Context: an optimization exercise on an open-source flow, tuned for small area, a short achievable clock period and few clock cycles. The choices shown serve that exercise and are no tape-out recipe. In this exercise RTL edits were held to simulation tests only and were not proved equivalent to the original.

==> inputs of job 2112 <==
Design fec_engine, start of the top module:
module fec_engine (
    input  wire        clk,
    input  wire        rst,
    input  wire        cfg_valid,
    output wire        cfg_ready,
    input  wire [9:0]  cfg_k,
    input  wire [11:0] cfg_len,
    output reg  [5:0]  stat_p,
    output reg         stat_m16,
    output reg         stat_unavail,
    input  wire        in_valid,
    output wire        in_ready,
    input  wire [15:0] in_sym,
    output wire        out_valid,
    input  wire        out_ready,
    output wire [15:0] out_sym
);
Settings: LEC_CHECK=0, CAP_MARGIN=20, CORE_MARGIN=2, CORE_UTILIZATION=60, PLACE_DENSITY=0.7, SETUP_SLACK_MARGIN=5, SLEW_MARGIN=20; clock period 10.0 ns.
run.sh (not shown) runs the stock make flow with config.mk's settings and CLKGATE_MAP_FILE= SYNTH_SCRIPT=/design/flow/synth_recipe.tcl, a recipe that flattens the netlist after the stock synthesis.
==> job 9133 (differences from job 2112) <==
--- a/flow/design.v
+++ b/flow/design.v
@@ -31,20 +31,20 @@
             t8[7] = x[5];
         end
     endfunction
     function [15:0] t16;
         input [15:0] x;
         begin
-            t16[0] = x[0] ^ x[1] ^ x[2] ^ x[4] ^ x[5] ^ x[7] ^ x[9] ^ x[10] ^ x[13] ^ x[14];
-            t16[1] = x[8] ^ x[9] ^ x[11];
-            t16[2] = x[4] ^ x[6] ^ x[10];
-            t16[3] = x[1] ^ x[2] ^ x[4] ^ x[5] ^ x[7] ^ x[8] ^ x[10] ^ x[11] ^ x[12] ^ x[13] ^ x[14];
-            t16[4] = x[1] ^ x[2] ^ x[4] ^ x[7] ^ x[8] ^ x[11] ^ x[13] ^ x[14];
-            t16[5] = x[2] ^ x[3] ^ x[4] ^ x[6] ^ x[13];
-            t16[6] = x[5] ^ x[9] ^ x[10] ^ x[14];
-            t16[7] = x[6] ^ x[8] ^ x[11] ^ x[14];
+            t16[0] = x[0] ^ x[3] ^ x[4] ^ x[6] ^ x[7] ^ x[13] ^ x[14];
+            t16[1] = x[1] ^ x[2] ^ x[4] ^ x[5] ^ x[6] ^ x[8] ^ x[9] ^ x[11] ^ x[14];
+            t16[2] = x[1] ^ x[5] ^ x[6] ^ x[11] ^ x[12] ^ x[13];
+            t16[3] = x[3] ^ x[4] ^ x[9] ^ x[15];
+            t16[4] = x[1] ^ x[4] ^ x[6] ^ x[7] ^ x[8] ^ x[9] ^ x[10] ^ x[11] ^ x[14] ^ x[15];
+            t16[5] = x[3] ^ x[4] ^ x[5] ^ x[10] ^ x[12] ^ x[14];
+            t16[6] = x[3] ^ x[4] ^ x[6] ^ x[7] ^ x[8] ^ x[10] ^ x[15];
+            t16[7] = x[1] ^ x[2] ^ x[4] ^ x[5] ^ x[8] ^ x[9] ^ x[10];
             t16[8] = x[2] ^ x[5] ^ x[7] ^ x[8] ^ x[11] ^ x[12] ^ x[13] ^ x[14] ^ x[15];
             t16[9] = x[1] ^ x[2] ^ x[3] ^ x[5] ^ x[7] ^ x[8] ^ x[12] ^ x[13] ^ x[14] ^ x[15];
             t16[10] = x[3] ^ x[4] ^ x[5] ^ x[6] ^ x[7] ^ x[8] ^ x[11] ^ x[12] ^ x[13] ^ x[15];
             t16[11] = x[2] ^ x[7] ^ x[8] ^ x[10] ^ x[13];
             t16[12] = x[1] ^ x[2] ^ x[4] ^ x[7] ^ x[8] ^ x[10] ^ x[14] ^ x[15];
             t16[13] = x[9] ^ x[10] ^ x[11];
@@ -65,28 +65,28 @@
             i8[7] = x[1] ^ x[2] ^ x[7];
         end
     endfunction
     function [15:0] i16;
         input [15:0] x;
         begin
-            i16[0] = x[0] ^ x[1] ^ x[12] ^ x[13] ^ x[14] ^ x[15];
-            i16[1] = x[1] ^ x[2] ^ x[3] ^ x[4] ^ x[5] ^ x[7] ^ x[10] ^ x[12] ^ x[13];
-            i16[2] = x[1] ^ x[3] ^ x[5] ^ x[6] ^ x[7] ^ x[9] ^ x[13] ^ x[14] ^ x[15];
-            i16[3] = x[1] ^ x[2] ^ x[7] ^ x[8] ^ x[9] ^ x[11] ^ x[12] ^ x[13] ^ x[15];
-            i16[4] = x[1] ^ x[2] ^ x[3] ^ x[4] ^ x[5] ^ x[6] ^ x[7] ^ x[10] ^ x[11] ^ x[13] ^ x[14] ^ x[15];
-            i16[5] = x[3] ^ x[4] ^ x[5] ^ x[10] ^ x[11] ^ x[13] ^ x[14] ^ x[15];
-            i16[6] = x[1] ^ x[4] ^ x[6] ^ x[7] ^ x[12] ^ x[13] ^ x[14] ^ x[15];
-            i16[7] = x[3] ^ x[7] ^ x[8] ^ x[9] ^ x[10] ^ x[11] ^ x[15];
-            i16[8] = x[1] ^ x[3] ^ x[5] ^ x[10] ^ x[11] ^ x[12] ^ x[13];
-            i16[9] = x[4] ^ x[12] ^ x[13] ^ x[15];
-            i16[10] = x[3] ^ x[5] ^ x[10] ^ x[11] ^ x[12];
-            i16[11] = x[3] ^ x[4] ^ x[5] ^ x[10] ^ x[11] ^ x[15];
-            i16[12] = x[3] ^ x[12] ^ x[13] ^ x[14] ^ x[15];
-            i16[13] = x[5] ^ x[6] ^ x[8] ^ x[10] ^ x[14];
-            i16[14] = x[6] ^ x[14];
-            i16[15] = x[5] ^ x[6] ^ x[8] ^ x[10] ^ x[14] ^ x[15];
+            i16[0] = x[0] ^ x[1] ^ x[8] ^ x[9] ^ x[11] ^ x[14];
+            i16[1] = x[1] ^ x[2] ^ x[3] ^ x[4] ^ x[5] ^ x[7] ^ x[9] ^ x[10] ^ x[11];
+            i16[2] = x[1] ^ x[3] ^ x[5] ^ x[6] ^ x[7] ^ x[9] ^ x[11] ^ x[12] ^ x[13];
+            i16[3] = x[1] ^ x[2] ^ x[7] ^ x[9] ^ x[11] ^ x[15];
+            i16[4] = x[1] ^ x[2] ^ x[3] ^ x[4] ^ x[5] ^ x[6] ^ x[7] ^ x[8] ^ x[9] ^ x[11] ^ x[12];
+            i16[5] = x[3] ^ x[4] ^ x[5] ^ x[8] ^ x[9] ^ x[10] ^ x[13] ^ x[14] ^ x[15];
+            i16[6] = x[1] ^ x[4] ^ x[6] ^ x[7] ^ x[8] ^ x[9] ^ x[13];
+            i16[7] = x[3] ^ x[7] ^ x[8] ^ x[9] ^ x[11] ^ x[13] ^ x[14] ^ x[15];
+            i16[8] = x[1] ^ x[3] ^ x[5] ^ x[8] ^ x[9] ^ x[10] ^ x[11] ^ x[13] ^ x[14];
+            i16[9] = x[4] ^ x[9] ^ x[10] ^ x[11] ^ x[15];
+            i16[10] = x[3] ^ x[5] ^ x[8] ^ x[11] ^ x[13];
+            i16[11] = x[3] ^ x[4] ^ x[5] ^ x[8] ^ x[9] ^ x[10] ^ x[15];
+            i16[12] = x[3] ^ x[9] ^ x[12] ^ x[14] ^ x[15];
+            i16[13] = x[5] ^ x[6] ^ x[8] ^ x[9] ^ x[10] ^ x[11] ^ x[12] ^ x[15];
+            i16[14] = x[6] ^ x[8] ^ x[10] ^ x[11] ^ x[15];
+            i16[15] = x[5] ^ x[6] ^ x[8] ^ x[9] ^ x[10] ^ x[11] ^ x[12];
         end
     endfunction
     function [7:0] sq3;
         input [7:0] x;
         begin
             sq3[0] = x[0] ^ x[1] ^ x[2] ^ x[6] ^ x[7];
@@ -99,33 +99,33 @@
             sq3[7] = x[7];
         end
     endfunction
     function [7:0] musq3;
         input [7:0] x;
         begin
-            musq3[0] = x[5] ^ x[6];
-            musq3[1] = x[4] ^ x[6] ^ x[7];
-            musq3[2] = x[4] ^ x[6];
-            musq3[3] = x[4] ^ x[5] ^ x[6] ^ x[7];
-            musq3[4] = x[2] ^ x[3] ^ x[5] ^ x[7];
-            musq3[5] = x[3] ^ x[4] ^ x[6];
-            musq3[6] = x[1] ^ x[2] ^ x[4] ^ x[5];
-            musq3[7] = x[0] ^ x[2] ^ x[3] ^ x[5];
+            musq3[0] = x[1];
+            musq3[1] = x[0];
+            musq3[2] = x[1] ^ x[2] ^ x[3];
+            musq3[3] = x[0] ^ x[3];
+            musq3[4] = x[1] ^ x[5] ^ x[6] ^ x[7];
+            musq3[5] = x[0] ^ x[4] ^ x[7];
+            musq3[6] = x[1] ^ x[2] ^ x[3] ^ x[7];
+            musq3[7] = x[0] ^ x[3] ^ x[6];
         end
     endfunction
     function [7:0] mu3;
         input [7:0] x;
         begin
-            mu3[0] = x[5] ^ x[7];
-            mu3[1] = x[4] ^ x[5] ^ x[6] ^ x[7];
-            mu3[2] = x[4] ^ x[5] ^ x[6];
-            mu3[3] = x[4] ^ x[7];
-            mu3[4] = x[2] ^ x[6];
-            mu3[5] = x[3] ^ x[7];
-            mu3[6] = x[1] ^ x[3] ^ x[5] ^ x[7];
-            mu3[7] = x[0] ^ x[1] ^ x[2] ^ x[3] ^ x[4] ^ x[5] ^ x[6] ^ x[7];
+            mu3[0] = x[1] ^ x[2] ^ x[5];
+            mu3[1] = x[0] ^ x[1] ^ x[3] ^ x[4] ^ x[5];
+            mu3[2] = x[1] ^ x[7];
+            mu3[3] = x[0] ^ x[1] ^ x[6] ^ x[7];
+            mu3[4] = x[1] ^ x[2];
+            mu3[5] = x[0] ^ x[1] ^ x[3];
+            mu3[6] = x[1];
+            mu3[7] = x[0] ^ x[1];
         end
     endfunction
     function [15:0] tm;
         input [15:0] x;
         input        w16;
         begin
==> comparison table <==
                                                                                                                   job 2112                       job 9133
Outcome                                                                                             complete, no violations                failed layout checks
Reasons for failing layout checks                                                                                         -  capacitance limit, slew limit
Number of inserted filler cells in the final layout                                                                   17600                          17600
Nonclk inv count                                                                                                        223                            241
Chip width                                                                                                           464 µm                         464 µm
Multiplexer fraction of the synthesized cell area                                                                     4.92%                          4.65%
Area of the mapped netlist                                                                                       127000 µm²                     127000 µm²
Total wire length after detailed routing                                                                             454 mm                         448 mm
Endpoint of the worst register-to-register path                                                            g_lane[0].x_r[7]               g_lane[4].x_r[3]
Arithmetic-cell share of the synthesized area counting full adders, half adders and majority gates                    1.95%                          1.93%
Cell area after layout                                                                                           138000 µm²                     137000 µm²
Number of antenna violations at the first check in global routing                                                        52                             50
Worst endpoint data arrival time                                                                                    5.81 ns                        5.82 ns
Clock-pin slew reported for the worst setup and hold paths after clock tree synthesis                               0.07 ns                        0.06 ns
Register fraction of the total cell area                                                                              27.3%                          27.5%
GR met2 Demand/Resource                                                                                               59.4%                          59.4%
Worst slew slack as a fraction of its limit                                                                           16.0%                        -0.733%
Total via count in the routed design                                                                                 110000                         109000
Min Tclk post-route                                                                                                 5.08 ns                        5.06 ns
Testbench counts of job 2112, summed over its fixed seeds: cycles 47,564.
Testbench counts of job 9133, summed over its fixed seeds: cycles 47,564.

separate check: timing with driven ports:
Ports are ideal in the flow. The routed layouts listed here were re-timed in OpenROAD.
Step 1, drivers: a clkbuf_16 drives clk and a buf_2 each remaining input, both assumed.
Step 2 adds t to the input delays and takes it off the output delays; t is the mean of the earliest and latest rising clock arrival at the registers after step 1. Input paths then give back, and output paths get back, about the clock's delay inside the block.
Three values: ideal ports, drivers, drivers and shift; two values: the first two.
run	t, ns	setup WS [ns]	hold slack, ns
job 2112	0.964	4.923 / 4.923 / 4.294	0.305 / 0.305 / 0.305
job 9133	0.974	4.938 / 4.938 / 4.600	0.314 / 0.314 / 0.314
The setup slack of job 2112, which loses most, moves by 0.000 ns with the drivers and by -0.629 ns with both steps.
